Context: an optimization exercise on an open-source flow, tuned for small area, a short achievable clock period and few clock cycles per item. The choices shown serve that exercise and are no tape-out recipe.
Function was checked by simulation only, so behaviour that the tests miss may differ from the original.
Power is estimated from default activity; no workload was simulated.

### flow/config.mk
export PLATFORM = sky130hd
export DESIGN_NAME = fcodec_rx
export DESIGN_NICKNAME = fcodec_rx
export VERILOG_FILES = /design/flow/design.v
export SDC_FILE = /design/flow/constraint.sdc
export NUM_CORES = 4
export LEC_CHECK = 0
export CAP_MARGIN = 20
export CORE_MARGIN = 2
export CORE_UTILIZATION = 40
export PLACE_DENSITY = 0.6
export SLEW_MARGIN = 20
### flow/constraint.sdc
create_clock -name core_clock -period 10.0 [get_ports {clk}]
set_input_delay 2.0000 -clock core_clock [delete_from_list [all_inputs] [get_ports {clk}]]
set_output_delay 2.0000 -clock core_clock [all_outputs]
set_load 0.01 [all_outputs]
### flow/design.v
module fcodec_rx (
    input  wire        clk,
    input  wire        rst,
    input  wire        host_req,
    input  wire        host_we,
    input  wire [11:0] host_addr,
    input  wire [15:0] host_wdata,
    output wire        host_ack,
    output reg  [15:0] host_rdata,
    input  wire        rx_valid,
    input  wire        rx_fail,
    input  wire [7:0]  rx_data,
    output wire        rx_ready
);
    localparam [1:0] PH_IDLE   = 2'd0;
    localparam [1:0] PH_RECV   = 2'd1;
    localparam [1:0] PH_FAILED = 2'd2;
    localparam [1:0] PH_DEC    = 2'd3;
    localparam [3:0] ST_OK     = 4'h0;
    localparam [3:0] ST_TRUNC  = 4'h2;
    localparam [3:0] ST_INTEG  = 4'h3;
    localparam [3:0] ST_XPORT  = 4'h4;
    localparam [3:0] ST_BADHDR = 4'h5;
    localparam [3:0] ST_BADLEN = 4'h6;
    localparam [3:0] ST_INPROG = 4'hE;
    localparam [3:0] ST_NONE   = 4'hF;
    reg [1:0] phase;
    reg [2:0] operr;
    reg [3:0] rx_status;
    reg [8:0] rx_nbytes;
    reg [8:0] rx_count;
    reg [7:0] rx_len, rx_cmd, rx_ctrl, rx_csum_exp, rx_csum_rcv;
    reg       rx_valid_r;
    reg [8:0] trk_m;
    reg [7:0] trk_sum;
    reg [7:0] trk_last;
    reg [2:0] rot;    
    wire host_ring  = (host_addr[11:8] == 4'b0100) && (host_addr[7:3] != 5'd0);
    wire host_wait  = host_ring && (host_addr[2:0] != rot);
    wire cnt_wait   = !rx_count[8] && (rx_count[7:3] != 5'd0) && (rx_count[2:0] != rot);
    wire walk_wait  = !trk_m[8] && (trk_m[7:3] != 5'd0) && (trk_m[2:0] != rot);
    wire ph_idle = (phase == PH_IDLE);
    wire ph_recv = (phase == PH_RECV);
    wire ph_fail = (phase == PH_FAILED);
    wire ph_dec  = (phase == PH_DEC);
    assign host_ack = !ph_dec && !host_wait;
    assign rx_ready = ph_recv && !cnt_wait;
    wire host_wr   = host_req && host_we && host_ack;
    wire rx_step   = rx_valid && rx_ready;
    wire step_byte = rx_step && !rx_fail;
    wire step_fail = rx_step && rx_fail;
    wire       is_rxf_addr = (host_addr[11:9] == 3'b010) && (host_addr[8:0] <= 9'd258);
    wire       rxf_hwr     = host_wr && is_rxf_addr && ph_idle;
    wire [7:0] hdr0  = lo[0];
    wire [7:0] hdr1  = lo[1];
    wire [7:0] len_b = lo[2];
    wire [8:0] count_inc  = rx_count + 9'd1;
    wire       frame_done = step_byte && (rx_count >= 9'd3) && (rx_count == {1'b0, len_b} + 9'd3);
    reg [7:0] lo [0:7];
    reg [7:0] hi [0:2];
    reg [7:0] ring [0:247];
    wire       buf_we    = ph_recv ? step_byte : rxf_hwr;
    wire [8:0] buf_waddr = ph_recv ? rx_count : host_addr[8:0];
    wire [7:0] buf_wdata = ph_recv ? rx_data : host_wdata[7:0];
    always @(posedge clk) begin
        if (rst)
            rot <= 3'd0;
        else
            rot <= rot + 3'd1;
    end
    always @(posedge clk) begin
        if (buf_we && buf_waddr[8:3] == 6'd0)
            lo[buf_waddr[2:0]] <= buf_wdata;
        if (buf_we && buf_waddr[8] && buf_waddr[7:2] == 6'd0 && buf_waddr[1:0] != 2'd3)
            hi[buf_waddr[1:0]] <= buf_wdata;
    end
    genvar gb, gk;
    generate
        for (gb = 1; gb < 32; gb = gb + 1) begin : g_ring
            for (gk = 0; gk < 7; gk = gk + 1) begin : g_slot
                always @(posedge clk)
                    ring[(gb - 1) * 8 + gk] <= ring[(gb - 1) * 8 + gk + 1];
            end
            always @(posedge clk)
                ring[(gb - 1) * 8 + 7] <= (buf_we && buf_waddr[8:3] == gb) ? buf_wdata
                                                                           : ring[(gb - 1) * 8];
        end
    endgenerate
    wire [8:0] buf_raddr = ph_dec ? trk_m : host_addr[8:0];
    reg  [7:0] buf_rdata;
    always @(*) begin
        if (buf_raddr[8])
            buf_rdata = (buf_raddr[7:2] == 6'd0 && buf_raddr[1:0] != 2'd3) ? hi[buf_raddr[1:0]] : 8'd0;
        else if (buf_raddr[7:3] == 5'd0)
            buf_rdata = lo[buf_raddr[2:0]];
        else
            buf_rdata = ring[(buf_raddr[7:3] - 5'd1) * 8];
    end
    wire       trk_wr    = buf_we || (ph_dec && trk_m != rx_nbytes && !walk_wait);
    wire [8:0] trk_idx   = ph_dec ? trk_m : buf_waddr;
    wire [7:0] trk_byte  = ph_dec ? buf_rdata : buf_wdata;
    wire [8:0] trk_m1    = trk_m - 9'd1;
    wire [8:0] dec_n    = frame_done ? count_inc : rx_nbytes;
    wire [7:0] dec_sumx = frame_done ? (trk_sum + trk_last) : trk_sum;
    wire [7:0] dec_rcv  = frame_done ? rx_data : trk_last;
    wire [8:0] flen     = {1'b0, len_b} + 9'd4;
    wire [7:0] dec_exp  = 8'd0 - dec_sumx;
    reg  [3:0] chk_code;
    reg        chk_fail;
    always @(*) begin
        chk_fail = 1'b1;
        chk_code = ST_OK;
        if (dec_n < 9'd6)                         chk_code = ST_TRUNC;
        else if (hdr0 != 8'hAA || hdr1 != 8'hAA)  chk_code = ST_BADHDR;
        else if (len_b < 8'd2)                    chk_code = ST_BADLEN;
        else if (dec_n < flen)                    chk_code = ST_TRUNC;
        else if (dec_n > flen)                    chk_code = ST_BADLEN;
        else                                      chk_fail = 1'b0;
    end
    task automatic publish;
        begin
            phase <= PH_IDLE;
            if (chk_fail) begin
                rx_len      <= 8'd0;
                rx_cmd      <= 8'd0;
                rx_ctrl     <= 8'd0;
                rx_csum_exp <= 8'd0;
                rx_csum_rcv <= 8'd0;
                rx_valid_r  <= 1'b0;
                rx_status   <= chk_code;
            end else if (dec_exp == dec_rcv) begin
                rx_len      <= len_b;
                rx_cmd      <= lo[3];
                rx_ctrl     <= lo[4];
                rx_csum_exp <= dec_rcv;
                rx_csum_rcv <= dec_rcv;
                rx_valid_r  <= 1'b1;
                rx_status   <= ST_OK;
            end else begin
                rx_len      <= 8'd0;
                rx_cmd      <= 8'd0;
                rx_ctrl     <= 8'd0;
                rx_csum_exp <= dec_exp;
                rx_csum_rcv <= dec_rcv;
                rx_valid_r  <= 1'b0;
                rx_status   <= ST_INTEG;
            end
        end
    endtask
    wire [3:0] op_code  = host_wdata[3:0];
    wire       op_write = host_wr && (host_addr == 12'h000);
    wire       op_legal = (host_wdata[15:4] == 12'd0) &&
                          ((op_code <= 4'h5) || (op_code == 4'hF));
    always @(posedge clk) begin
        if (rst) begin
            phase       <= PH_IDLE;
            operr       <= 3'd0;
            rx_status   <= ST_NONE;
            rx_nbytes   <= 9'd0;
            rx_count    <= 9'd0;
            rx_len      <= 8'd0;
            rx_cmd      <= 8'd0;
            rx_ctrl     <= 8'd0;
            rx_csum_exp <= 8'd0;
            rx_csum_rcv <= 8'd0;
            rx_valid_r  <= 1'b0;
            trk_m       <= 9'd0;
            trk_sum     <= 8'd0;
            trk_last    <= 8'd0;
        end else begin
            if (trk_wr) begin
                if (trk_idx == 9'd0) begin
                    trk_m    <= 9'd1;
                    trk_sum  <= 8'd0;
                    trk_last <= trk_byte;
                end else if (trk_idx == trk_m) begin
                    trk_m    <= trk_m + 9'd1;
                    if (trk_m >= 9'd4)
                        trk_sum <= trk_sum + trk_last;
                    trk_last <= trk_byte;
                end else if (trk_idx == trk_m1) begin
                    trk_last <= trk_byte;
                end else if (trk_idx >= 9'd3 && trk_idx < trk_m) begin
                    trk_m   <= 9'd0;
                    trk_sum <= 8'd0;
                end
            end
            if (step_byte) begin
                rx_count <= count_inc;
                if (frame_done) begin
                    rx_nbytes <= count_inc;
                    publish;
                end
            end else if (step_fail) begin
                rx_nbytes <= rx_count;
                phase     <= PH_FAILED;
                rx_status <= ST_XPORT;
            end
            if (ph_dec && trk_m == rx_nbytes)
                publish;
            if (host_wr && host_addr == 12'h00A && ph_idle)
                rx_nbytes <= (host_wdata[8:0] > 9'd259) ? 9'd259 : host_wdata[8:0];
            if (op_write) begin
                if (!op_legal) begin
                    operr <= 3'd1;
                end else if (op_code == 4'hF) begin
                    operr       <= 3'd0;
                    phase       <= PH_IDLE;
                    rx_status   <= ST_NONE;
                    rx_nbytes   <= 9'd0;
                    rx_count    <= 9'd0;
                    rx_len      <= 8'd0;
                    rx_cmd      <= 8'd0;
                    rx_ctrl     <= 8'd0;
                    rx_csum_exp <= 8'd0;
                    rx_csum_rcv <= 8'd0;
                    rx_valid_r  <= 1'b0;
                end else if (op_code == 4'h4 || op_code == 4'h5) begin
                    if (ph_recv) begin
                        operr <= 3'd2;
                    end else if (ph_fail) begin
                        operr <= 3'd3;
                    end else begin
                        operr <= 3'd0;
                        if (op_code == 4'h4) begin
                            rx_count    <= 9'd0;
                            rx_len      <= 8'd0;
                            rx_cmd      <= 8'd0;
                            rx_ctrl     <= 8'd0;
                            rx_csum_exp <= 8'd0;
                            rx_csum_rcv <= 8'd0;
                            rx_valid_r  <= 1'b0;
                            rx_status   <= ST_INPROG;
                            phase       <= PH_RECV;
                        end else if (chk_fail || trk_m == rx_nbytes) begin
                            publish;
                        end else begin
                            phase <= PH_DEC;
                            if (trk_m > rx_nbytes) begin
                                trk_m   <= 9'd3;
                                trk_sum <= 8'd0;
                            end
                        end
                    end
                end else begin
                    operr <= 3'd0;
                end
            end
        end
    end
    wire [7:0] rx_plen = rx_valid_r ? (rx_len - 8'd2) : 8'd0;
    always @(*) begin
        host_rdata = 16'h0000;
        if (is_rxf_addr) begin
            host_rdata = {8'h00, buf_rdata};
        end else begin
            case (host_addr)
                12'h001: host_rdata = {9'd0, operr, ph_fail, 1'b0, ph_recv, 1'b0};
                12'h003: host_rdata = {12'd0, rx_status};
                12'h00A: host_rdata = {7'd0, rx_nbytes};
                12'h00B: host_rdata = {7'd0, rx_count};
                12'h00C: host_rdata = {8'd0, rx_len};
                12'h00D: host_rdata = {8'd0, rx_cmd};
                12'h00E: host_rdata = {8'd0, rx_ctrl};
                12'h00F: host_rdata = {8'd0, rx_plen};
                12'h010: host_rdata = {8'd0, rx_csum_exp};
                12'h011: host_rdata = {8'd0, rx_csum_rcv};
                12'h012: host_rdata = {15'd0, rx_valid_r};
                default: host_rdata = 16'h0000;
            endcase
        end
    end
endmodule
### flow/run.sh
#!/bin/bash
# synth_recipe.tcl (not shown) runs the flow's synth.tcl, then flattens the netlist and writes it again
# the make line also repeats each setting of config.mk as NAME=value (left out here)
make -C /OpenROAD-flow-scripts/flow DESIGN_CONFIG=/design/flow/config.mk WORK_HOME=/design/flow/orfs CLKGATE_MAP_FILE= SYNTH_SCRIPT=/design/flow/synth_recipe.tcl finish
==> notes.md, run 1 <==
Detail Placement HPWL=97.7 mm; fraction of registers with async set/reset=0; Startpoint Class=primary input; # setup viols final=0; total iterations of the first detailed-routing run=9; Post-Syn Area=0.0564 mm²; Arr. time, crit path=7170 ps; chip width=379 µm; Cell variety after synth=90; Ys Warns=2; H-tree levels=4; layout cells sized above 1=0.101; clock-pin transition on the worst setup and hold timing paths=60 ps; TritonCTS clock tree=yes; Final Max Tran Viols=0; Placer Congestion=0.956; Synth Register Bits=2167; Post-synth EDFFs=88; DIE HEIGHT=379 µm; min Tclk post-route=9170 ps; synthesized instance count=4194; Total GRT Usage=0.195; critical path type=in -> out; syn avg cell area=13.4 µm²; cell with the most instances after synthesis=dfxtp_1; WL/cell=22.1 µm; CTS Buf Count=192; Reg area=0.0443 mm²; final net count=4433; final period utilization=0.917; Row Count=137; Final Hold Slack=283 ps; register area share after synthesis=0.785; clock sink count=2167; total power=16.6 mW; Synth Flop Type=dfxtp_1; starting density of the core=0.404; Antenna Cells=0; Clk Latency, worst-skew pair=830 ps; Die ar.=0.144 mm²; gr ovfl total=0; endpoint class of the critical path=primary output; initial antenna violation count=1; MaxCap Viol Count=0; post-CTS setup buffers=0; hold buffers post-CTS=0; Filler cells=12014; number of global-route vias before repair=29524; most frequent cells after synthesis=dfxtp_1 (2079), nor2_1 (418), a21oi_1 (329); ranking of synthesized cells by area=dfxtp_1 (74%), edfxtp_1 (4.7%), a21oi_1 (2.9%), nor2_1 (2.8%), mux2i_1 (1.1%); P_leak=25.3 nW; worst path required time=8000 ps; Worst VDD drop=0.180 mV; Antenna Nets Post-Route=0; clock root buffer=clkbuf_16; Min-Delay Path Class=reg -> reg; worst slew pin tran=1160 ps; Max Root-Sink Buffers=3; Vias/cell=4.84; Resize count post-CTS=0; total core area=0.140 mm²; pwr/cell area=251 mW/mm²; worst-path fanout max=14; status=no timing/DRC/antenna violations; DRT iter0 DRCs=2437; via count=30829; Port Buffer Count=52; first-pass GRT wire length=202 mm; setup_tns=0 ps; maximum operating frequency=109 MHz; Clock Skews=61.8 ps; multi-input logic area=0.0114 mm²; Yosys top cell area share=0.738; final hold violation count=0; DRT Wirelength=141 mm; Layout area overhead=17.2%; RSZ-0062 raised after global routing=false; io pins=60; largest net degree at the start of global routing=55; cell taking the most area after synthesis=dfxtp_1; # DRC=0; Slew HR=0.219; R2R Setup Slk=3560 ps
flip-flops by register name, summed over array words and instances (netlist names), 9 cells and up:
| signal | flops |
|---|---|
| hi | 24 |
| ring | 1984 |
| rx_nbytes | 9 |
| lo | 64 |
| rx_count | 9 |
| trk_m | 9 |
kinds of logic (layout without fill, tap and decap cells):
kind of cell	after synthesis	in the layout	synth area share
simple gates	838	838	0.0691
compound gates	737	737	0.0844
other cells	1	7	0.0000665
buf+inv	230	525	0.0173
mux	90	90	0.0198
flops	2167	2167	0.785
fa+ha+maj	51	51	0.0115
xor+xnor	80	80	0.0127
worst paths after layout:
check	from	end	cells past startpoint
worst max-delay path	host_addr[4]	host_rdata[1]	11
worst min-delay path	ring[153][5]	ring[152][5]	0
worst max register to register	phase[1]	rx_len[7]	17
worst min register to register	ring[153][5]	ring[152][5]	0
stage by stage:
stage	instances	instance area (µm²)	util	worst slack, ps
after CTS	6369	66000	0.472	1110
final	6371	66100	0.473	833
after floorplan	4200	56400	-	3300
after global routing	6371	66100	0.473	822
after detailed placement	6020	59200	0.424	1110
after global placement	6019	59200	0.424	1070
power breakdown:
group          leakage, nW  internal (mW)  switching (mW)  total, mW
combinational         4.44         0.0618           0.162      0.224
clock                 3.31           4.48            3.20       7.68
sequential            17.5           8.70         0.00835       8.71
total                 25.3           13.2            3.37       16.6
critical path, stage by stage:
cell and delay, ps:
clkdlybuf4s50_1 410, buf_4 190, nor3_1 640, nor3_2 320
nor4_2 1040, a211o_1 560, nand4_1 240, or3_1 420
o311ai_0 310, o221ai_1 430, clkdlybuf4s50_1 590
cell usage in the layout (no fill, tap or decap), drive strengths merged, types with 41 or more instances in the layout:
cell,n
a22o,47
o21ai,82
nand3,65
nand2,115
buf,64
ha,50
clkbuf,270
nor3,41
mux2i,64
dfxtp,2079
edfxtp,88
xnor2,53
a21oi,329
nor2,418
clkdlybuf4s50,52
a22oi,45
inv,70
layer usage:
layer / up-vias / part of all wire / track usage
met5: - / 0 / 0
met4: 0 / 0.035 / 0.0740
met3: 266 / 0.059 / 0.0400
met2: 981 / 0.45 / 0.305
met1: 14901 / 0.46 / 0.266
li1: 14681 / - / -
cell type report:
cell class,instances,area share
Timing Repair Buffer,116,0.0152
Sequential cell,2167,0.670
Multi-Input combinational cell,1803,0.173
Inverter,60,0.00341
Clock buffer,270,0.0830
Tap cell,1876,0.0355
Clock inverter,79,0.0203
Testbench counts, summed over its fixed seeds: cycles 82,249, frames 960.
==> run 2, diff against run 1 <==
--- a/flow/config.mk
+++ b/flow/config.mk
@@ -11,2 +11,3 @@
 export PLACE_DENSITY = 0.6
+export SETUP_SLACK_MARGIN = 5
 export SLEW_MARGIN = 20
==> run 2 against run 1 <==
Compared with the run above:
- non-clock buffer count up 121
- critical path depth up 4
- via count up 3.0%
- highest routed layer unchanged
- critical endpoint is now host_rdata[2]
- cell count up 2.1%
- fmax up 32%
==> notes.md, run 2 <==
Top reg by flops=ring (unchanged); total power=16.5 mW (was 16.6 mW); total iterations of the first detailed-routing run=6 (was 9); WL/cell=22.4 µm (was 22.1 µm); endpoint class of the critical path=primary output (unchanged); largest net degree at the start of global routing=54 (was 55); Reg area=0.0443 mm² (about the same); worst slew pin tran=1150 ps (was 1160 ps); TritonCTS clock tree=yes (unchanged); DIE HEIGHT=379 µm (unchanged); grt met1 use=0.259 (was 0.266); reg2reg end=rx_ctrl[4] (was rx_len[7]); Layout Utilization=0.489 (was 0.473); worst path required time=8000 ps (about the same); clock share of power=0.456 (was 0.462); cell with the most instances after synthesis=dfxtp_1 (unchanged); # DRC=0 (unchanged); critical path type=in -> out (unchanged); share of power burned in registers=0.527 (was 0.524); switching part of the total=0.204 (was 0.203); final period utilization=0.696 (was 0.917); M2 GR Usage=0.317 (was 0.305); max reg flops=1984 (unchanged); Layout area overhead=21.2% (was 17.2%); Yosys top cell area share=0.738 (unchanged); Cell Count, Final, Fillers Out=6507 (was 6371); layout cells sized above 1=0.164 (was 0.101); r2r worst-path depth=19 (was 17); starting density of the core=0.404 (unchanged); Post-synth EDFFs=88 (unchanged); Max Root-Sink Buffers=3 (unchanged); Cell variety after synth=90 (unchanged); M3 GR Usage=0.0390 (was 0.0400); Detail Placement HPWL=97.6 mm (was 97.7 mm); via count=31739 (was 30829); P_leak=26.2 nW (was 25.3 nW); DRT Wirelength=146 mm (was 141 mm); Pint=13.1 mW (was 13.2 mW); initial antenna violation count=0 (was 1); min Tclk post-route=6960 ps (was 9170 ps); Worst Slack Setup Final=3040 ps (was 833 ps); Slowest-stage cell, CP=nor4_4 (was nor4_2); Row Count=137 (unchanged); Synth Flop Type=dfxtp_1 (unchanged); Post-Syn Area=0.0564 mm² (unchanged); maximum operating frequency=144 MHz (was 109 MHz); R2R Setup Slk=5180 ps (was 3560 ps); Net Sw Power=3.37 mW (about the same); io pins=60 (unchanged); total core area=0.140 mm² (unchanged); clock-pin transition on the worst setup and hold timing paths=60 ps (about the same); pwr/cell area=242 mW/mm² (was 251 mW/mm²); H-tree levels=4 (unchanged); Antenna Cells=0 (unchanged); setup_tns=0 ps (unchanged); Slew HR=0.233 (was 0.219); Ys Warns=2 (unchanged); Startpoint Class=primary input (unchanged); worst slack, placed=1530 ps (was 1110 ps); max incr delay on CP=500 ps (was 1040 ps); RSZ-0062 raised after global routing=true (was false); clock root buffer=clkbuf_16 (unchanged); fraction of registers with async set/reset=0 (unchanged); dpl cell area=0.0595 mm² (was 0.0592 mm²); GRT busiest layer=met2 (unchanged); Worst VDD drop=0.164 mV (was 0.180 mV); MaxCap Viol Count=0 (unchanged); first-pass GRT wire length=210 mm (was 202 mm); Clock Skews=57.8 ps (was 61.8 ps); synthesized instance count=4194 (unchanged); most frequent cells in the layout=dfxtp_1 (2078), nor2_1 (384), a21oi_1 (310), clkbuf_16 (198), buf_4 (150) (was dfxtp_1 (2079), nor2_1 (408), a21oi_1 (329), clkbuf_16 (195), nand2_1 (115)); ranking of synthesized cells by area=dfxtp_1 (74%), edfxtp_1 (4.7%), a21oi_1 (2.9%), nor2_1 (2.8%), mux2i_1 (1.1%) (unchanged); Min-Delay Path Class=reg -> reg (unchanged); multi-input logic area=0.0126 mm² (was 0.0114 mm²); DRT iter0 DRCs=2677 (was 2437); final hold violation count=0 (unchanged); reg2reg start=lo[2][0] (was phase[1]); # setup viols final=0 (unchanged); commonest non-fill, non-tap cell in the layout=dfxtp_1 (unchanged); Antenna Nets Post-Route=0 (unchanged); register area share after synthesis=0.785 (unchanged); Port Buffer Count=52 (unchanged); Synth Register Bits=2167 (unchanged); Placer Congestion=0.978 (was 0.956); cell taking the most area after synthesis=dfxtp_1 (unchanged); Total GRT Usage=0.202 (was 0.195); chip width=379 µm (unchanged); Comb power frac=0.017 (was 0.013); clock sink count=2167 (unchanged); status=no timing/DRC/antenna violations (unchanged); WHS Endpoint=ring[225][4] (was ring[152][5]); Finished Cell Area=0.0683 mm² (was 0.0661 mm²); hold buffers post-CTS=0 (unchanged); Vias/cell=4.88 (was 4.84); WHS Path Cells=0 (unchanged); syn avg cell area=13.4 µm² (unchanged); most frequent cells after synthesis=dfxtp_1 (2079), nor2_1 (418), a21oi_1 (329) (unchanged); CTS Buf Count=191 (was 192); Cell Chain, Critical Path=buf_6 > buf_8 > buf_4 > nor2b_2 > a21oi_4 > buf_12 > nor4_4 > a211o_4 > buf_4 > and3_1 > nand4_1 > o221a_4 > nor2_4 > o21ai_0 > dlygate4sd2_1 (was clkdlybuf4s50_1 > buf_4 > nor3_1 > nor3_2 > nor4_2 > a211o_1 > nand4_1 > or3_1 > o311ai_0 > o221ai_1 > clkdlybuf4s50_1); number of global-route vias before repair=30615 (was 29524); Final Hold Slack=280 ps (was 283 ps); Hold Path Origin=ring[226][4] (was ring[153][5]); worst-path fanout max=6 (was 14); Filler cells=11947 (was 12014); gr ovfl total=0 (unchanged); most used cell, CP=buf_4 (was clkdlybuf4s50_1); Arr. time, crit path=4960 ps (was 7170 ps); Die ar.=0.144 mm² (unchanged); placed cells=6013 (was 6020); final net count=4561 (was 4433); Final Max Tran Viols=0 (unchanged); Clk Latency, worst-skew pair=820 ps (was 830 ps)
-- run 2: cell counts after synthesis --
Identical to the previous run, type by type.
-- run 2: worst max-delay path by stage --
stage | startpoint | endpoint | slack (ps)
2_1_floorplan | host_addr[5] | host_rdata[5] | 3690
3_3_place_gp | host_addr[5] | host_rdata[6] | 1550
3_5_place_dp | host_addr[5] | host_rdata[2] | 1530
4_1_cts | host_addr[3] | host_rdata[4] | 3070
5_1_grt | host_addr[4] | host_rdata[4] | 2990
6_report | host_addr[3] | host_rdata[2] | 3040
-- run 2: cell families after synthesis --
family,Yosys count,share of synthesized area
AND/OR/NAND/NOR,838,0.0691
other,1,0.0000665
XOR/XNOR,80,0.0127
buffers and inverters,230,0.0173
AO/OA/AOI/OAI,737,0.0844
flip-flops,2167,0.785
adder cells (fa/ha/maj),51,0.0115
multiplexers,90,0.0198
-- run 2: power by group through the flow --
| stage | combinational (mW) | sequential [mW] | clock, mW |
|---|---|---|---|
| after floorplan | 0.119 | 8.90 | 0 |
| after global placement | 0.224 | 8.90 | 0 |
| after detailed placement | 0.225 | 8.90 | 0 |
| after CTS | 0.264 | 8.71 | 7.68 |
| after global routing | 0.292 | 8.70 | 8.04 |
| final | 0.281 | 8.71 | 7.53 |
-- run 2: cell type report --
cell class | count | share of cell area
clock inverter | 67 | 0.0144
tap | 1876 | 0.0343
clock buffer | 289 | 0.0835
timing repair buffer | 237 | 0.0316
inverter | 60 | 0.00353
sequential | 2167 | 0.648
multi-input combinational | 1811 | 0.185
-- run 2: critical path, delay by kind of cell --
| kind | cells | cell delay, ps |
|---|---|---|
| compound gates | 4 | 670 |
| buf+inv | 6 | 1040 |
| simple gates | 5 | 1220 |
-- run 2: timing repair --
item,in CTS,in global routing
setup endpoints to repair,326,258
gates resized for setup,273,63
gates cloned,8,3
endpoints found under the hold margin,0,0
pin swaps,76,46
buffers inserted,87,40
-- run 2: layer usage --
metal | part of all wire | routed length, µm | up-vias
met3 | 0.054 | 7930 | 310
li1 | - | - | 14974
met1 | 0.43 | 63300 | 15423
met4 | 0.060 | 8710 | 0
met2 | 0.45 | 66000 | 1032
met5 | 0 | 0 | -
==> run 3, diff against run 2 <==
--- a/flow/design.v
+++ b/flow/design.v
@@ -36,7 +36,10 @@
     reg [7:0] trk_last;
-    reg [2:0] rot;    
-    wire host_ring  = (host_addr[11:8] == 4'b0100) && (host_addr[7:3] != 5'd0);
-    wire host_wait  = host_ring && (host_addr[2:0] != rot);
-    wire cnt_wait   = !rx_count[8] && (rx_count[7:3] != 5'd0) && (rx_count[2:0] != rot);
-    wire walk_wait  = !trk_m[8] && (trk_m[7:3] != 5'd0) && (trk_m[2:0] != rot);
+    reg [2:0] rot;
+    reg [7:0] lo [0:7];
+    reg [7:0] hi [0:2];
+    reg [7:0] ring [0:247];
+    reg [8:0] pf_addr;
+    reg [7:0] pf_data;
+    reg       pf_ok;
+    reg [8:0] ma;
     wire ph_idle = (phase == PH_IDLE);
@@ -45,3 +48,8 @@
     wire ph_dec  = (phase == PH_DEC);
-    assign host_ack = !ph_dec && !host_wait;
+    wire host_rxf  = (host_addr[11:9] == 3'b010);
+    wire host_ring = host_rxf && !host_addr[8] && (host_addr[7:3] != 5'd0);
+    wire wr_wait   = host_ring && (host_addr[2:0] != rot);
+    wire pf_match  = (pf_addr == host_addr[8:0]);
+    wire cnt_wait  = !rx_count[8] && (rx_count[7:3] != 5'd0) && (rx_count[2:0] != rot);
+    assign host_ack = !ph_dec && (host_we ? !wr_wait : (!host_rxf || (pf_ok && pf_match)));
     assign rx_ready = ph_recv && !cnt_wait;
@@ -51,3 +59,3 @@
     wire step_fail = rx_step && rx_fail;
-    wire       is_rxf_addr = (host_addr[11:9] == 3'b010) && (host_addr[8:0] <= 9'd258);
+    wire       is_rxf_addr = host_rxf && (host_addr[8:0] <= 9'd258);
     wire       rxf_hwr     = host_wr && is_rxf_addr && ph_idle;
@@ -58,5 +66,2 @@
     wire       frame_done = step_byte && (rx_count >= 9'd3) && (rx_count == {1'b0, len_b} + 9'd3);
-    reg [7:0] lo [0:7];
-    reg [7:0] hi [0:2];
-    reg [7:0] ring [0:247];
     wire       buf_we    = ph_recv ? step_byte : rxf_hwr;
@@ -88,15 +93,70 @@
     endgenerate
-    wire [8:0] buf_raddr = ph_dec ? trk_m : host_addr[8:0];
-    reg  [7:0] buf_rdata;
+    function [7:0] fixed_rd(input [8:0] a);
+        begin
+            if (a[8])
+                fixed_rd = (a[7:2] == 6'd0 && a[1:0] != 2'd3) ? hi[a[1:0]] : 8'd0;
+            else
+                fixed_rd = lo[a[2:0]];
+        end
+    endfunction
+    wire       ma_fixed = ma[8] || (ma[7:3] == 5'd0);
+    wire       ma_avail = ma_fixed || (ma[2:0] == rot + 3'd1);
+    wire [7:0] ma_data  = ma_fixed ? fixed_rd(ma) : ring[(ma[7:3] - 5'd1) * 8 + 1];
+    wire       walk     = ph_dec && (trk_m != rx_nbytes);
+    wire       rd_req   = host_req && !host_we && host_rxf && !ph_dec;
+    wire [8:0] req_addr = ph_dec ? trk_m : host_addr[8:0];
+    wire       req      = rd_req || walk;
+    wire       req_eq   = (pf_addr == req_addr);
+    wire       req_hit  = req && pf_ok && req_eq;
+    wire       req_miss = req && !req_eq;
+    wire       req_fix  = req_addr[8] || (req_addr[7:3] == 5'd0);
+    reg  [8:0] pf_addr_n, ma_n;
+    reg  [7:0] pf_data_n;
+    reg        pf_ok_n;
     always @(*) begin
-        if (buf_raddr[8])
-            buf_rdata = (buf_raddr[7:2] == 6'd0 && buf_raddr[1:0] != 2'd3) ? hi[buf_raddr[1:0]] : 8'd0;
-        else if (buf_raddr[7:3] == 5'd0)
-            buf_rdata = lo[buf_raddr[2:0]];
-        else
-            buf_rdata = ring[(buf_raddr[7:3] - 5'd1) * 8];
+        pf_addr_n = pf_addr;
+        pf_data_n = pf_data;
+        pf_ok_n   = pf_ok;
+        ma_n      = ma;
+        if (req_miss) begin
+            pf_addr_n = req_addr;
+            if (req_fix) begin
+                pf_data_n = fixed_rd(req_addr);
+                pf_ok_n   = 1'b1;
+                ma_n      = req_addr + 9'd1;
+            end else begin
+                pf_ok_n   = 1'b0;
+                ma_n      = req_addr;
+            end
+        end else if (req_hit || !pf_ok) begin
+            pf_addr_n = ma;
+            if (ma_avail) begin
+                pf_data_n = ma_data;
+                pf_ok_n   = 1'b1;
+                ma_n      = ma + 9'd1;
+            end else begin
+                pf_ok_n   = 1'b0;
+                ma_n      = ma;
+            end
+        end
+        if (buf_we && buf_waddr == pf_addr_n) begin
+            pf_ok_n = 1'b0;
+            ma_n    = pf_addr_n;
+        end
+    end
+    always @(posedge clk) begin
+        pf_data <= pf_data_n;
+        if (rst) begin
+            pf_addr <= 9'd0;
+            pf_ok   <= 1'b0;
+            ma      <= 9'd0;
+        end else begin
+            pf_addr <= pf_addr_n;
+            pf_ok   <= pf_ok_n;
+            ma      <= ma_n;
+        end
     end
-    wire       trk_wr    = buf_we || (ph_dec && trk_m != rx_nbytes && !walk_wait);
+    wire       trk_wr    = buf_we || (walk && req_hit);
     wire [8:0] trk_idx   = ph_dec ? trk_m : buf_waddr;
-    wire [7:0] trk_byte  = ph_dec ? buf_rdata : buf_wdata;
+    wire [7:0] trk_byte  = ph_dec ? pf_data : buf_wdata;
     wire [8:0] trk_m1    = trk_m - 9'd1;
@@ -253,4 +313,4 @@
         host_rdata = 16'h0000;
-        if (is_rxf_addr) begin
-            host_rdata = {8'h00, buf_rdata};
+        if (host_rxf) begin
+            host_rdata = {8'h00, pf_data};
         end else begin
--- a/flow/config.mk
+++ b/flow/config.mk
@@ -10,2 +10,4 @@
 export CORE_UTILIZATION = 40
+export CTS_BUF_LIST = sky130_fd_sc_hd__clkbuf_8
+export CTS_CLUSTER_SIZE = 24
 export PLACE_DENSITY = 0.6
==> run 3 against run 2 <==
Compared with the run above:
- register-to-register slack gained 80 ps
- largest cell class unchanged
- largest power group unchanged
- sequential power grew 2%
- via count grew 3.3%
- die area grew 4.9%
- combinational power grew 26%
- still clean on timing, DRC and antenna
- highest routed layer is now met5
==> notes.md, run 3 <==
Post-Syn Area=0.0592 mm² (was 0.0564 mm²); Ys Warns=2 (unchanged); clock root buffer=clkbuf_8 (was clkbuf_16); starting density of the core=0.402 (was 0.404); max incr delay on CP=530 ps (was 500 ps); total power=16.3 mW (was 16.5 mW); ranking of synthesized cells by area=dfxtp_1 (71%), mux2_2 (5.1%), edfxtp_1 (4.9%), nand2_1 (1.5%), nor2_1 (1.2%) (was dfxtp_1 (74%), edfxtp_1 (4.7%), a21oi_1 (2.9%), nor2_1 (2.8%), mux2i_1 (1.1%)); DRT iter0 DRCs=2340 (was 2677); # DRC=0 (unchanged); Startpoint Class=primary input (unchanged); Min-Delay Path Class=reg -> reg (unchanged); MaxCap Viol Count=0 (unchanged); final net count=4649 (was 4561); most used cell, CP=buf_6 (was buf_4); WL/cell=21.9 µm (was 22.4 µm); Total GRT Usage=0.192 (was 0.202); io pins=60 (unchanged); Placer Congestion=0.923 (was 0.978); multi-input logic area=0.0139 mm² (was 0.0126 mm²); Slew HR=0.206 (was 0.233); CP top delay family=simple AND/OR/NAND/NOR gates (unchanged); critical path type=in -> out (unchanged); Vias/cell=4.88 (about the same); total core area=0.147 mm² (was 0.140 mm²); worst slew pin tran=1180 ps (was 1150 ps); most frequent cells in the layout=dfxtp_1 (2094), clkbuf_8 (418), mux2_2 (268), nand2_1 (232), inv_1 (162) (was dfxtp_1 (2078), nor2_1 (384), a21oi_1 (310), clkbuf_16 (198), buf_4 (150)); Detail Placement HPWL=94.3 mm (was 97.6 mm); Crit path buffers/inverters=3 (was 6); Cell variety after synth=99 (was 90); Slowest-stage cell, CP=or4_4 (was nor4_4); Synth Register Bits=2197 (was 2167); fraction of registers with async set/reset=0 (unchanged); most frequent cells after synthesis=dfxtp_1 (2101), mux2_2 (270), nand2_1 (234) (was dfxtp_1 (2079), nor2_1 (418), a21oi_1 (329)); RSZ-0062 raised after global routing=true (unchanged); total iterations of the first detailed-routing run=6 (unchanged); Worst VDD drop=0.159 mV (was 0.164 mV); P_leak=27.7 nW (was 26.2 nW); TritonCTS clock tree=yes (unchanged); syn avg cell area=14.1 µm² (was 13.4 µm²); status=no timing/DRC/antenna violations (unchanged); Clock Skews=93.6 ps (was 57.8 ps); Filler cells=12862 (was 11947); r2r worst-path depth=17 (was 19); H-tree levels=5 (was 4); DRT Wirelength=147 mm (was 146 mm); clock sink count=2197 (was 2167); CTS Buf Count=334 (was 191); Row Count=141 (was 137); Post-synth EDFFs=96 (was 88); pwr/cell area=234 mW/mm² (was 242 mW/mm²); largest net degree at the start of global routing=52 (was 54); Clk Latency, worst-skew pair=980 ps (was 820 ps); clock-pin transition on the worst setup and hold timing paths=60 ps (about the same); min Tclk post-route=6160 ps (was 6960 ps); commonest non-fill, non-tap cell in the layout=dfxtp_1 (unchanged); cell taking the most area after synthesis=dfxtp_1 (unchanged); setup_tns=0 ps (unchanged); Reg area=0.0450 mm² (was 0.0443 mm²); Crit path depth=11 (was 15); Antenna Nets Post-Route=0 (unchanged); first-pass GRT wire length=215 mm (was 210 mm); register area share after synthesis=0.759 (was 0.785); layout cells sized above 1=0.212 (was 0.164); number of global-route vias before repair=32407 (was 30615); Max Root-Sink Buffers=4 (was 3); DIE HEIGHT=389 µm (was 379 µm); Cell Chain, Critical Path=buf_6 > or4_4 > or3_4 > buf_6 > or3_4 > nor3b_2 > a21oi_1 > nand3_1 > a21oi_2 > nand2_1 > buf_6 (was buf_6 > buf_8 > buf_4 > nor2b_2 > a21oi_4 > buf_12 > nor4_4 > a211o_4 > buf_4 > and3_1 > nand4_1 > o221a_4 > nor2_4 > o21ai_0 > dlygate4sd2_1); gr ovfl total=0 (unchanged); cell with the most instances after synthesis=dfxtp_1 (unchanged); worst-path fanout max=6 (unchanged); endpoint class of the critical path=primary output (unchanged); Die ar.=0.151 mm² (was 0.144 mm²); Final Max Tran Viols=0 (unchanged); max reg flops=1984 (unchanged); chip width=389 µm (was 379 µm); via count=32794 (was 31739); # setup viols final=0 (unchanged); Synth Flop Type=dfxtp_1 (unchanged); Layout area overhead=17.3% (was 21.2%); worst path required time=8000 ps (about the same); WHS Path Cells=0 (unchanged); synthesized instance count=4184 (was 4194); Yosys top cell area share=0.711 (was 0.738); Layout Utilization=0.471 (was 0.489); Top reg by flops=ring (unchanged); hold buffers post-CTS=0 (unchanged); maximum operating frequency=162 MHz (was 144 MHz); final period utilization=0.616 (was 0.696); final hold violation count=0 (unchanged); Port Buffer Count=52 (unchanged); initial antenna violation count=7 (was 0); Arr. time, crit path=4160 ps (was 4960 ps)
[run 3: cell types whose count changed after synthesis, moves of 16 or more]
cell	change
xor2_1	+23
a22o_1	+21
a211oi_1	-18
a21oi_1	-237
mux2_2	+260
dfxtp_1	+22
nor3_1	+16
nor2_1	-223
clkbuf_1	-25
a221oi_1	+26
nand2_1	+119
[run 3: area by class of cell]
| cell class | instances | share of cell area |
|---|---|---|
| clock inverter | 150 | 0.0108 |
| antenna | 5 | 0.000180 |
| timing repair buffer | 166 | 0.0205 |
| multi-input combinational | 1805 | 0.201 |
| inverter | 50 | 0.00294 |
| sequential | 2197 | 0.647 |
| tap | 1930 | 0.0348 |
| clock buffer | 418 | 0.0828 |
[run 3: timing repair]
action                     4_1_cts  5_1_grt
pin swaps                       17       18
buffers inserted                20       29
setup endpoints to repair      278      162
gates cloned                     2        3
resized for setup              147       37
[run 3: worst paths after layout]
| check | from | to | slack, ps |
|---|---|---|---|
| max | host_addr[11] | host_rdata[3] | 3840 |
| min | ring[93][4] | ring[92][4] | 270 |
| max reg2reg | lo[2][1] | rx_len[5] | 5260 |
| min reg2reg | ring[93][4] | ring[92][4] | 270 |
[run 3: power breakdown]
group / switching [mW] / leakage (nW) / internal, mW / total, mW
Combinational: 0.232 / 6.16 / 0.122 / 0.354
Sequential: 0.0433 / 17.8 / 8.84 / 8.89
Clock: 3.17 / 3.78 / 3.86 / 7.03
[run 3: layer usage]
metal	track usage	share of wire	vias up
met4	0.0921	0.046	2
li1	-	-	15282
met5	0	0.000081	-
met3	0.0381	0.055	330
met2	0.296	0.44	1129
met1	0.261	0.46	16051
[run 3: through the flow]
stage	instance area [µm²]	cells	setup WS (ps)	hold WS, ps
after floorplan	59400	4190	4090	310
after global placement	62200	6094	2740	310
after detailed placement	62200	6094	2750	312
after CTS	69000	6684	3800	265
after global routing	69400	6717	3790	270
final	69400	6721	3840	270
[run 3: logic make-up (layout without fill, tap and decap cells)]
family	Yosys count	after routing	share of synthesized area
simple gates	754	758	0.0612
fa+ha+maj	53	53	0.0113
buf+inv	192	784	0.0140
other cells	1	12	0.0000634
flops	2197	2197	0.759
xor+xnor	124	124	0.0203
mux	371	371	0.0732
compound gates	492	492	0.0606
[run 3: worst reg2reg max path, cell delays in order, from the launching register on]
cell and delay, ps:
edfxtp_1 460, inv_1 240, ha_2 290, and4b_1 240, a2111oi_2 350, buf_4 190
o2111a_2 330, mux2i_2 260, ha_2 270, buf_12 120, nand2_4 50, a2111oi_4 260
xor3_1 510, a311oi_2 310, a2111oi_4 90, buf_6 160, and4b_2 300, a22o_1 190
Testbench counts of run 3, summed over its fixed seeds: cycles 83,225, frames 960.
==> run 4, diff against run 3 <==
--- a/flow/config.mk
+++ b/flow/config.mk
@@ -10,4 +10,2 @@
 export CORE_UTILIZATION = 40
-export CTS_BUF_LIST = sky130_fd_sc_hd__clkbuf_8
-export CTS_CLUSTER_SIZE = 24
 export PLACE_DENSITY = 0.6
==> run 4 against run 3 <==
Compared with the run above:
- still clean on timing, DRC and antenna
- final area rose by 0.39%
- sequential power barely moved
- sequential share of layout area fell by 0.25 points
- combinational power barely moved
- register-to-register slack improved by 20 ps
- wire length fell by 1.3%
- clock power rose by 9.4%
- fmax barely moved
- clock skew fell by 15 ps
- global-route usage fell by 0.22 points
- area after synthesis did not move
- via count fell by 2.8%
- highest routed layer unchanged
==> notes.md, run 4 <==
Cell variety after synth=99 (unchanged); cell with the most instances after synthesis=dfxtp_1 (unchanged); starting density of the core=0.402 (unchanged); multi-input logic area=0.0140 mm² (was 0.0139 mm²); Reg area=0.0450 mm² (unchanged); commonest non-fill, non-tap cell in the layout=dfxtp_1 (unchanged); Antenna Nets Post-Route=0 (unchanged); MaxCap Viol Count=0 (unchanged); DRT met1 WL=67.2 mm (was 67.3 mm); synthesized instance count=4184 (unchanged); Clk Latency, worst-skew pair=820 ps (was 980 ps); max reg flops=1984 (unchanged); Filler cells=12702 (was 12862); Die ar.=0.151 mm² (unchanged); final period utilization=0.617 (was 0.616); fraction of registers with async set/reset=0 (unchanged); Total GRT Usage=0.190 (was 0.192); ranking of synthesized cells by area=dfxtp_1 (71%), mux2_2 (5.1%), edfxtp_1 (4.9%), nand2_1 (1.5%), nor2_1 (1.2%) (unchanged); status=no timing/DRC/antenna violations (unchanged); Min-Delay Path Class=reg -> reg (unchanged); met3 WL post-DR=8.11 mm (was 8.13 mm); maximum operating frequency=162 MHz (about the same); critical path type=in -> out (unchanged); DRT Wirelength=145 mm (was 147 mm); Worst Slack Setup Final=3830 ps (was 3840 ps); Detail Placement HPWL=94.3 mm (unchanged); Ys Warns=2 (unchanged); worst path required time=8000 ps (about the same); Post-synth EDFFs=96 (unchanged); Placer Congestion=0.923 (unchanged); # DRC=0 (unchanged); Finished Cell Area=0.0697 mm² (was 0.0694 mm²); min Tclk post-route=6170 ps (was 6160 ps); WL/cell=22.4 µm (was 21.9 µm); most used cell, CP=buf_6 (unchanged); most frequent cells after synthesis=dfxtp_1 (2101), mux2_2 (270), nand2_1 (234) (unchanged); setup_tns=0 ps (unchanged); via count=31879 (was 32794); max incr delay on CP=530 ps (about the same); DRT iter0 DRCs=2328 (was 2340); worst slew pin tran=1300 ps (was 1180 ps); Crit path buffers/inverters=3 (unchanged); Slew HR=0.131 (was 0.206); pwr/cell area=243 mW/mm² (was 234 mW/mm²); Worst VDD drop=0.146 mV (was 0.159 mV); TritonCTS clock tree=yes (unchanged); clock-pin transition on the worst setup and hold timing paths=60 ps (about the same); final net count=4496 (was 4649); CTS Buf Count=193 (was 334); number of global-route vias before repair=31099 (was 32407); total core area=0.147 mm² (unchanged); largest net degree at the start of global routing=53 (was 52); Top reg by flops=ring (unchanged); Yosys top cell area share=0.711 (unchanged); Clock Skews=78.5 ps (was 93.6 ps); layout cells sized above 1=0.193 (was 0.212); worst slack, placed=2750 ps (unchanged); chip width=389 µm (unchanged); Port Buffer Count=52 (unchanged); RSZ-0062 raised after global routing=true (unchanged); Startpoint Class=primary input (unchanged); Post-Syn Area=0.0592 mm² (unchanged); Arr. time, crit path=4170 ps (was 4160 ps); H-tree levels=4 (was 5); Vias/cell=4.91 (was 4.88); gr ovfl total=0 (unchanged); initial antenna violation count=6 (was 7); clock root buffer=clkbuf_16 (was clkbuf_8); final hold violation count=0 (unchanged); Cell Chain, Critical Path=buf_6 > or4_4 > or3_4 > buf_6 > or3_4 > nor3b_2 > a21oi_1 > nand3_1 > a21oi_2 > nand2_1 > buf_6 (unchanged); first-pass GRT wire length=211 mm (was 215 mm); DIE HEIGHT=389 µm (unchanged); Row Count=141 (unchanged); endpoint class of the critical path=primary output (unchanged); CP top delay family=simple AND/OR/NAND/NOR gates (unchanged); top sig layer=met5 (unchanged); Final Max Tran Viols=0 (unchanged); total iterations of the first detailed-routing run=6 (unchanged); Max Root-Sink Buffers=3 (was 4); worst-path fanout max=6 (unchanged); Slowest-stage cell, CP=or4_4 (unchanged); cell taking the most area after synthesis=dfxtp_1 (unchanged); most frequent cells in the layout=dfxtp_1 (2094), mux2_2 (268), nand2_1 (232), clkbuf_16 (195), nor2_1 (152) (was dfxtp_1 (2094), clkbuf_8 (418), mux2_2 (268), nand2_1 (232), inv_1 (162)); met2 wire length=64.1 mm (was 65.0 mm); P_leak=27.2 nW (was 27.7 nW); io pins=60 (unchanged); # setup viols final=0 (unchanged); Synth Register Bits=2197 (unchanged); Final Hold Slack=290 ps (was 270 ps); Synth Flop Type=dfxtp_1 (unchanged); dpl cell area=0.0622 mm² (unchanged); Layout area overhead=17.8% (was 17.3%); register area share after synthesis=0.759 (unchanged); clock sink count=2197 (unchanged); hold buffers post-CTS=0 (unchanged); syn avg cell area=14.1 µm² (unchanged)
-- run 4: cell counts after synthesis --
Identical to the previous run, type by type.
-- run 4: report_power, final --
part,switching [mW],internal [mW],total [mW]
Clock,3.24,4.45,7.69
Combinational,0.232,0.121,0.353
Sequential,0.0412,8.84,8.88
Total,3.51,13.4,16.9
-- run 4: layout make-up --
class	count	share of cell area
diodes	3	0.000108
clock buffers	280	0.0819
clock inverters	78	0.0163
inverters	50	0.00293
multi-input cells	1805	0.200
flip-flops and latches	2197	0.645
well taps	1930	0.0346
repair buffers	154	0.0188
-- run 4: what timing repair did --
item	CTS	global route
gates resized for setup	152	39
setup buffers	21	17
setup endpoints to repair	312	239
gates cloned	3	1
pin swaps	20	14
-- run 4: metal layers --
layer	GRT usage	up-vias
li1	-	14956
met1	0.263	15691
met2	0.294	978
met3	0.0332	250
met4	0.0809	4
met5	0	-
-- run 4: final timing paths --
path	startpoint	to	slack, ps	cells past startpoint
setup / recovery	host_addr[11]	host_rdata[3]	3830	11
hold / removal	ring[141][5]	ring[140][5]	290	0
setup reg to reg	lo[2][3]	rx_len[3]	5280	18
hold reg to reg	ring[141][5]	ring[140][5]	290	0
-- run 4: cell families (layout without fill, tap and decap cells) --
kind of cell	count (synthesis)	after routing	synth area share
other cells	1	10	0.0000634
xor+xnor	124	124	0.0203
flops	2197	2197	0.759
mux	371	371	0.0732
buf+inv	192	562	0.0140
compound gates	492	492	0.0606
fa+ha+maj	53	53	0.0113
simple gates	754	758	0.0612
-- run 4: stage by stage --
stage	utilization	cells	power (mW)
6_report	0.473	6497	16.9
5_1_grt	0.473	6494	17.5
4_1_cts	0.471	6476	17.1
3_5_place_dp	0.422	6094	9.42
3_3_place_gp	0.422	6094	9.42
2_1_floorplan	-	4190	9.25
==> run 5, diff against run 4 <==
--- a/flow/design.v
+++ b/flow/design.v
@@ -53,3 +53,4 @@
     wire cnt_wait  = !rx_count[8] && (rx_count[7:3] != 5'd0) && (rx_count[2:0] != rot);
-    assign host_ack = !ph_dec && (host_we ? !wr_wait : (!host_rxf || (pf_ok && pf_match)));
+    assign host_ack = !ph_dec && !(host_rxf && (host_we ? (!host_addr[8] && (host_addr[7:3] != 5'd0) && (host_addr[2:0] != rot))
+                                                      : !(pf_ok && pf_match)));
     assign rx_ready = ph_recv && !cnt_wait;
@@ -311,22 +312,23 @@
     wire [7:0] rx_plen = rx_valid_r ? (rx_len - 8'd2) : 8'd0;
+    reg  [8:0] reg_rd;
     always @(*) begin
-        host_rdata = 16'h0000;
-        if (host_rxf) begin
-            host_rdata = {8'h00, pf_data};
-        end else begin
-            case (host_addr)
-                12'h001: host_rdata = {9'd0, operr, ph_fail, 1'b0, ph_recv, 1'b0};
-                12'h003: host_rdata = {12'd0, rx_status};
-                12'h00A: host_rdata = {7'd0, rx_nbytes};
-                12'h00B: host_rdata = {7'd0, rx_count};
-                12'h00C: host_rdata = {8'd0, rx_len};
-                12'h00D: host_rdata = {8'd0, rx_cmd};
-                12'h00E: host_rdata = {8'd0, rx_ctrl};
-                12'h00F: host_rdata = {8'd0, rx_plen};
-                12'h010: host_rdata = {8'd0, rx_csum_exp};
-                12'h011: host_rdata = {8'd0, rx_csum_rcv};
-                12'h012: host_rdata = {15'd0, rx_valid_r};
-                default: host_rdata = 16'h0000;
-            endcase
-        end
+        case (host_addr[4:0])
+            5'h01:   reg_rd = {2'd0, operr, ph_fail, 1'b0, ph_recv, 1'b0};
+            5'h03:   reg_rd = {5'd0, rx_status};
+            5'h0A:   reg_rd = rx_nbytes;
+            5'h0B:   reg_rd = rx_count;
+            5'h0C:   reg_rd = {1'b0, rx_len};
+            5'h0D:   reg_rd = {1'b0, rx_cmd};
+            5'h0E:   reg_rd = {1'b0, rx_ctrl};
+            5'h0F:   reg_rd = {1'b0, rx_plen};
+            5'h10:   reg_rd = {1'b0, rx_csum_exp};
+            5'h11:   reg_rd = {1'b0, rx_csum_rcv};
+            5'h12:   reg_rd = {8'd0, rx_valid_r};
+            default: reg_rd = 9'd0;
+        endcase
+    end
+    wire host_regs = (host_addr[11:5] == 7'd0);
+    always @(*) begin
+        host_rdata       = 16'h0000;
+        host_rdata[8:0]  = ({9{host_regs}} & reg_rd) | ({9{host_rxf}} & {1'b0, pf_data});
     end
--- a/flow/config.mk
+++ b/flow/config.mk
@@ -10,2 +10,4 @@
 export CORE_UTILIZATION = 40
+export CTS_CLUSTER_DIAMETER = 100
+export CTS_CLUSTER_SIZE = 30
 export PLACE_DENSITY = 0.6
==> run 5 against run 4 <==
Compared with the run above:
- first-iteration DRC count up 18%
- clock power down 43%
- largest power group unchanged
- critical endpoint is now host_rdata[1]
- total power down 20%
- cell count up 3.0%
- critical path type unchanged
==> notes.md, run 5 <==
io pins=60 (unchanged); cell taking the most area after synthesis=dfxtp_1 (unchanged); WL/cell=22.5 µm (was 22.4 µm); pwr/cell area=205 mW/mm² (was 243 mW/mm²); syn avg cell area=12.9 µm² (was 14.1 µm²); Filler cells=13302 (was 12702); Arr. time, crit path=3630 ps (was 4170 ps); DRT iter0 DRCs=2752 (was 2328); worst-path fanout max=5 (was 6); worst slew pin tran=1110 ps (was 1300 ps); synthesized instance count=4595 (was 4184); worst path required time=8000 ps (about the same); total core area=0.147 mm² (about the same); critical path type=in -> out (unchanged); Min-Delay Path Class=reg -> reg (unchanged); gr ovfl total=0 (unchanged); Post-Syn Area=0.0591 mm² (was 0.0592 mm²); DIE HEIGHT=388 µm (was 389 µm); Slowest-stage cell, CP=nor4_4 (was or4_4); Slew HR=0.261 (was 0.131); Post-synth EDFFs=96 (unchanged); via count=33567 (was 31879); Port Buffer Count=52 (unchanged); most frequent cells in the layout=dfxtp_1 (2099), nand2_1 (378), nor2_1 (301), a21oi_1 (251), o21ai_0 (199) (was dfxtp_1 (2094), mux2_2 (268), nand2_1 (232), clkbuf_16 (195), nor2_1 (152)); Startpoint Class=primary input (unchanged); MaxCap Viol Count=0 (unchanged); clock-pin transition on the worst setup and hold timing paths=110 ps (was 60 ps); DRT Wirelength=151 mm (was 145 mm); min Tclk post-route=5630 ps (was 6170 ps); fraction of registers with async set/reset=0 (unchanged); Vias/cell=5.01 (was 4.91); Final Max Tran Viols=0 (unchanged); Antenna Nets Post-Route=0 (unchanged); Ys Warns=2 (unchanged); Cell Chain, Critical Path=buf_8 > nor4_4 > nand2_2 > a31oi_1 > o211ai_1 > buf_6 > a31oi_4 > a21o_1 > buf_2 (was buf_6 > or4_4 > or3_4 > buf_6 > or3_4 > nor3b_2 > a21oi_1 > nand3_1 > a21oi_2 > nand2_1 > buf_6); CP top delay family=compound AO/OA/AOI/OAI gates (was simple AND/OR/NAND/NOR gates); CTS Buf Count=89 (was 193); Cell variety after synth=92 (was 99); Max Root-Sink Buffers=3 (unchanged); setup_tns=0 ps (unchanged); Synth Flop Type=dfxtp_1 (unchanged); starting density of the core=0.402 (about the same); ranking of synthesized cells by area=dfxtp_1 (71%), edfxtp_1 (4.9%), nand2_1 (2.5%), a21oi_1 (2.2%), nor2_1 (2.1%) (was dfxtp_1 (71%), mux2_2 (5.1%), edfxtp_1 (4.9%), nand2_1 (1.5%), nor2_1 (1.2%)); Layout area overhead=12.3% (was 17.8%); Placer Congestion=0.927 (was 0.923); first-pass GRT wire length=216 mm (was 211 mm); endpoint class of the critical path=primary output (unchanged); Clk Latency, worst-skew pair=750 ps (was 820 ps); Detail Placement HPWL=98.1 mm (was 94.3 mm); Die ar.=0.151 mm² (about the same); final period utilization=0.563 (was 0.617); cell with the most instances after synthesis=dfxtp_1 (unchanged); largest net degree at the start of global routing=48 (was 53); final net count=4838 (was 4496); Clock Skews=49.5 ps (was 78.5 ps); # setup viols final=0 (unchanged); P_leak=25.0 nW (was 27.2 nW); number of global-route vias before repair=31472 (was 31099); chip width=388 µm (was 389 µm); maximum operating frequency=178 MHz (was 162 MHz); Final Hold Slack=302 ps (was 290 ps); Top reg by flops=ring (unchanged); max reg flops=1984 (unchanged); # DRC=0 (unchanged); RSZ-0062 raised after global routing=true (unchanged); clock root buffer=clkbuf_16 (unchanged); initial antenna violation count=3 (was 6); Total GRT Usage=0.194 (was 0.190); Worst VDD drop=0.145 mV (was 0.146 mV); H-tree levels=3 (was 4); Synth Register Bits=2197 (unchanged); final hold violation count=0 (unchanged); max incr delay on CP=410 ps (was 530 ps); clock sink count=2197 (unchanged); commonest non-fill, non-tap cell in the layout=dfxtp_1 (unchanged); total iterations of the first detailed-routing run=6 (unchanged); most frequent cells after synthesis=dfxtp_1 (2101), nand2_1 (390), nor2_1 (329) (was dfxtp_1 (2101), mux2_2 (270), nand2_1 (234)); Row Count=141 (unchanged); status=no timing/DRC/antenna violations (unchanged); Yosys top cell area share=0.712 (was 0.711); layout cells sized above 1=0.109 (was 0.193); TritonCTS clock tree=yes (unchanged); Crit path buffers/inverters=3 (unchanged); register area share after synthesis=0.761 (was 0.759)
-- run 5: per-stage QoR --
stage	total power [mW]	utilization	area, µm²	instances	setup WS, ps
after floorplan	9.27	-	59500	4601	4590
after global placement	9.41	0.423	62300	6487	2540
after detailed placement	9.41	0.423	62300	6487	2530
after CTS	13.7	0.448	65900	6676	4390
after global routing	14.0	0.451	66300	6694	4350
final	13.6	0.451	66300	6695	4370
-- run 5: area by class of cell --
| class | count | area, µm² | share of cell area |
|---|---|---|---|
| Tap cell | 1930 | 2410 | 0.0364 |
| Inverter | 62 | 249 | 0.00375 |
| Multi-Input combinational cell | 2167 | 14100 | 0.213 |
| Sequential cell | 2197 | 44900 | 0.678 |
| Clock buffer | 96 | 2290 | 0.0346 |
| Antenna cell | 1 | 2.50 | 0.0000377 |
| Timing Repair Buffer | 226 | 1960 | 0.0296 |
| Clock inverter | 16 | 348 | 0.00524 |
-- run 5: worst paths after layout --
path / start / slack, ps / depth (start not counted) / to
hold reg to reg: ring[106][3] / 300 / 0 / ring[105][3]
setup reg to reg: lo[2][5] / 5000 / 21 / rx_csum_exp[0]
setup / recovery: host_addr[11] / 4370 / 9 / host_rdata[1]
hold / removal: ring[106][3] / 300 / 0 / ring[105][3]
-- run 5: per-layer routing --
layer | up-vias | routed length (µm) | GRT usage
met3 | 216 | 8540 | 0.0290
met4 | 0 | 5070 | 0.0669
met1 | 16470 | 72000 | 0.283
met5 | - | 0 | 0
met2 | 989 | 65000 | 0.294
li1 | 15892 | - | -
-- run 5: what timing repair did --
action | 4_1_cts | 5_1_grt
setup buffers | 72 | 17
pin swaps | 34 | 22
endpoints found under the setup margin | 388 | 148
hold buffers | 0 | 0
resized for setup | 215 | 56
cloned | 5 | 1
-- run 5: kinds of logic after synthesis --
group,count (synthesis),share of synthesized area
XOR/XNOR,114,0.0183
buffers and inverters,241,0.0163
AO/OA/AOI/OAI,824,0.0880
adder cells (fa/ha/maj),53,0.0114
flip-flops,2197,0.761
AND/OR/NAND/NOR,1049,0.0808
other,1,0.0000635
multiplexers,116,0.0244
-- run 5: where the power goes --
part	internal [mW]	switching (mW)
sequential	8.83	0.0318
combinational	0.134	0.241
clock	1.72	2.65
total	10.7	2.92
Testbench counts of run 5, summed over its fixed seeds: cycles 83,225, frames 960.
==> run 6, diff against run 5 <==
--- a/flow/config.mk
+++ b/flow/config.mk
@@ -10,4 +10,2 @@
 export CORE_UTILIZATION = 40
-export CTS_CLUSTER_DIAMETER = 100
-export CTS_CLUSTER_SIZE = 30
 export PLACE_DENSITY = 0.6
==> run 6 against run 5 <==
Compared with the run above:
- register-to-register slack got worse by 60 ps
- synthesized cell count is the same
- clock-buffer cell count rose by 182
==> notes.md, run 6 <==
status=no timing/DRC/antenna violations (unchanged); Worst Slack Setup Final=4420 ps (was 4370 ps); final net count=4956 (was 4838); Cell Count, Final, Fillers Out=6956 (was 6695); Slew HR=0.279 (was 0.261); cell taking the most area after synthesis=dfxtp_1 (unchanged); Post-synth EDFFs=96 (unchanged); R2R Setup Slk=4940 ps (was 5000 ps); worst path required time=8000 ps (about the same); initial antenna violation count=5 (was 3); Yosys top cell area share=0.712 (unchanged); CP endpoint=host_rdata[1] (unchanged); met3 WL post-DR=9.54 mm (was 8.54 mm); io pins=60 (unchanged); reg2reg start=lo[2][1] (was lo[2][5]); total core area=0.147 mm² (unchanged); number of global-route vias before repair=32928 (was 31472); Max Root-Sink Buffers=3 (unchanged); Layout area overhead=19.5% (was 12.3%); TritonCTS clock tree=yes (unchanged); total power=16.9 mW (was 13.6 mW); Antenna Nets Post-Route=0 (unchanged); Total GRT Usage=0.200 (was 0.194); register area share after synthesis=0.761 (unchanged); starting density of the core=0.402 (unchanged); ranking of synthesized cells by area=dfxtp_1 (71%), edfxtp_1 (4.9%), nand2_1 (2.5%), a21oi_1 (2.2%), nor2_1 (2.1%) (unchanged); layout cells sized above 1=0.147 (was 0.109); placed cells=6487 (unchanged); r2r worst-path depth=19 (was 21); Final Max Tran Viols=0 (unchanged); most frequent cells in the layout=dfxtp_1 (2099), nand2_1 (379), nor2_1 (299), a21oi_1 (250), clkbuf_16 (199) (was dfxtp_1 (2099), nand2_1 (378), nor2_1 (301), a21oi_1 (251), o21ai_0 (199)); Placer Congestion=0.927 (unchanged); Synth Flop Type=dfxtp_1 (unchanged); worst slack, placed=2530 ps (unchanged); clock root buffer=clkbuf_16 (unchanged); Port Buffer Count=52 (unchanged); Clock Skews=52.0 ps (was 49.5 ps); Ys Warns=2 (unchanged); gr ovfl total=0 (unchanged); Top reg by flops=ring (unchanged); Layout Utilization=0.480 (was 0.451); cell with the most instances after synthesis=dfxtp_1 (unchanged); Final Hold Slack=278 ps (was 302 ps); top sig layer=met5 (was met4); Row Count=141 (unchanged); Vias/cell=4.96 (was 5.01); maximum operating frequency=179 MHz (was 178 MHz); Arr. time, crit path=3580 ps (was 3630 ps); Worst Setup SP=host_addr[3] (was host_addr[11]); chip width=388 µm (unchanged); WL/cell=22.1 µm (was 22.5 µm); Die ar.=0.151 mm² (unchanged); Finished Cell Area=0.0706 mm² (was 0.0663 mm²); via count=34484 (was 33567); met2 wire length=67.3 mm (was 65.0 mm); dpl cell area=0.0623 mm² (unchanged); DRT iter0 DRCs=2567 (was 2752); Cell variety after synth=92 (unchanged); Post-Syn Area=0.0591 mm² (unchanged); Clk Latency, worst-skew pair=820 ps (was 750 ps); pwr/cell area=240 mW/mm² (was 205 mW/mm²); clock sink count=2197 (unchanged); DRT met1 WL=72.0 mm (about the same); largest net degree at the start of global routing=48 (unchanged); min Tclk post-route=5580 ps (was 5630 ps); commonest non-fill, non-tap cell in the layout=dfxtp_1 (unchanged); fraction of registers with async set/reset=0 (unchanged); # setup viols final=0 (unchanged); setup_tns=0 ps (unchanged); Synth Register Bits=2197 (unchanged); Hold Path Origin=ring[124][7] (was ring[106][3]); Worst VDD drop=0.152 mV (was 0.145 mV); worst-path fanout max=4 (was 5); MaxCap Viol Count=0 (unchanged); critical path type=in -> out (unchanged); Startpoint Class=primary input (unchanged); first-pass GRT wire length=222 mm (was 216 mm); DIE HEIGHT=388 µm (unchanged); CTS Buf Count=196 (was 89); H-tree levels=4 (was 3); hold buffers post-CTS=0 (unchanged); P_leak=27.1 nW (was 25.0 nW); reg2reg end=rx_csum_exp[0] (unchanged); RSZ-0062 raised after global routing=true (unchanged); worst slew pin tran=1080 ps (was 1110 ps); # DRC=0 (unchanged); Detail Placement HPWL=98.1 mm (unchanged); max reg flops=1984 (unchanged); most frequent cells after synthesis=dfxtp_1 (2101), nand2_1 (390), nor2_1 (329) (unchanged); syn avg cell area=12.9 µm² (unchanged); Min-Delay Path Class=reg -> reg (unchanged); final hold violation count=0 (unchanged); DRT Wirelength=154 mm (was 151 mm); total iterations of the first detailed-routing run=9 (was 6); synthesized instance count=4595 (unchanged); final period utilization=0.558 (was 0.563); endpoint class of the critical path=primary output (unchanged); clock-pin transition on the worst setup and hold timing paths=60 ps (was 110 ps)
## run 6: worst min path at each step
| stage | endpoint | cells after the start |
|---|---|---|
| finish | ring[123][7] | 0 |
| global route | ring[123][7] | 0 |
| CTS | ring[123][7] | 0 |
| detailed placement | ring[177][1] | 0 |
| global placement | ring[156][7] | 0 |
| floorplan | ring[100][0] | 0 |
## run 6: kinds of logic (layout without fill, tap and decap cells)
family	count (synthesis)	count (layout)	share of synthesized area
DFF	2197	2197	0.761
muxes	116	116	0.0244
other	1	10	0.0000635
adders and majority gates	53	53	0.0114
AOI/OAI and AO/OA	824	827	0.0880
buffers and inverters	241	659	0.0163
and+or+nand+nor	1049	1050	0.0808
xor gates and xnor gates	114	114	0.0183
## run 6: cell type report
| type | count | area (µm²) |
|---|---|---|
| inverter | 62 | 249 |
| tap | 1930 | 2410 |
| clock inverter | 82 | 1170 |
| fill | 12906 | 76600 |
| sequential | 2197 | 44900 |
| antenna | 3 | 7.51 |
| clock buffer | 278 | 5630 |
| timing repair buffer | 237 | 2080 |
| multi-input combinational | 2167 | 14100 |
## run 6: worst max-delay path: stages
cell,delay [ps]
buf_12,110
nor2b_4,130
buf_6,110
and3_4,180
a221o_1,320
a221oi_2,250
a31oi_4,130
a21o_1,190
buf_2,140
## run 6: power by group
| part | switching (mW) | internal [mW] |
|---|---|---|
| Combinational | 0.243 | 0.136 |
| Sequential | 0.0317 | 8.84 |
| Clock | 3.24 | 4.45 |
| Total | 3.51 | 13.4 |
## run 6: metal layers
metal	GRT usage	vias up
li1	-	16279
met1	0.283	16762
met2	0.304	1160
met3	0.0394	281
met4	0.0684	2
met5	0	-
## run 6: what timing repair did
action | CTS | global route
gates cloned | 5 | 2
pin swaps | 34 | 24
resized for setup | 209 | 59
setup endpoints to repair | 364 | 127
setup buffers | 70 | 29

[separate check: timing with driven ports]
No port has a modelled driver above. Below, the same layouts with a new extraction and two added sets of constraints. Step 1 (the two cells are an assumption about what drives the block):
set clk [get_ports {clk}]
set_driving_cell -lib_cell sky130_fd_sc_hd__clkbuf_16 $clk
set_driving_cell -lib_cell sky130_fd_sc_hd__buf_2 [delete_from_list [all_inputs] $clk]
Step 2 adds t to the input delays and takes it off the output delays; t is the mean of the earliest and latest rising clock arrival at the registers after step 1. Input paths then give back, and output paths get back, about the clock's delay inside the block. Slacks: ideal / step 1 / step 2; pairs: ideal / step 1.
| run | shift t [ns] | slack for setup (ns) | hold WS [ns] | worst setup path after step 2 | worst data-port slew with drivers (ns) |
|---|---|---|---|---|---|
| run 1 | 0.881 | 0.833 / 0.803 / 0.803 | 0.283 / 0.283 / 0.283 | input to output | 0.05 |
| run 2 | 0.868 | 3.044 / 2.995 / 2.995 | 0.280 / 0.280 / 0.280 | input to output | 0.16 |
| run 3 | 0.999 | 3.836 / 3.804 / 3.804 | 0.270 / 0.270 / 0.270 | input to output | 0.07 |
| run 4 | 0.863 | 3.834 / 3.802 / 3.802 | 0.290 / 0.290 / 0.290 | input to output | 0.07 |
| run 5 | 0.798 | 4.370 / 4.282 / 3.911 | 0.302 / 0.302 / 0.302 | input to register | 0.14 |
| run 6 | 0.866 | 4.415 / 4.299 / 3.710 | 0.278 / 0.278 / 0.278 | input to register | 0.13 |
After both steps every run listed still meets setup and hold. The setup slack of run 6, which loses most, moves by -0.116 ns with the drivers and by -0.705 ns with both steps.
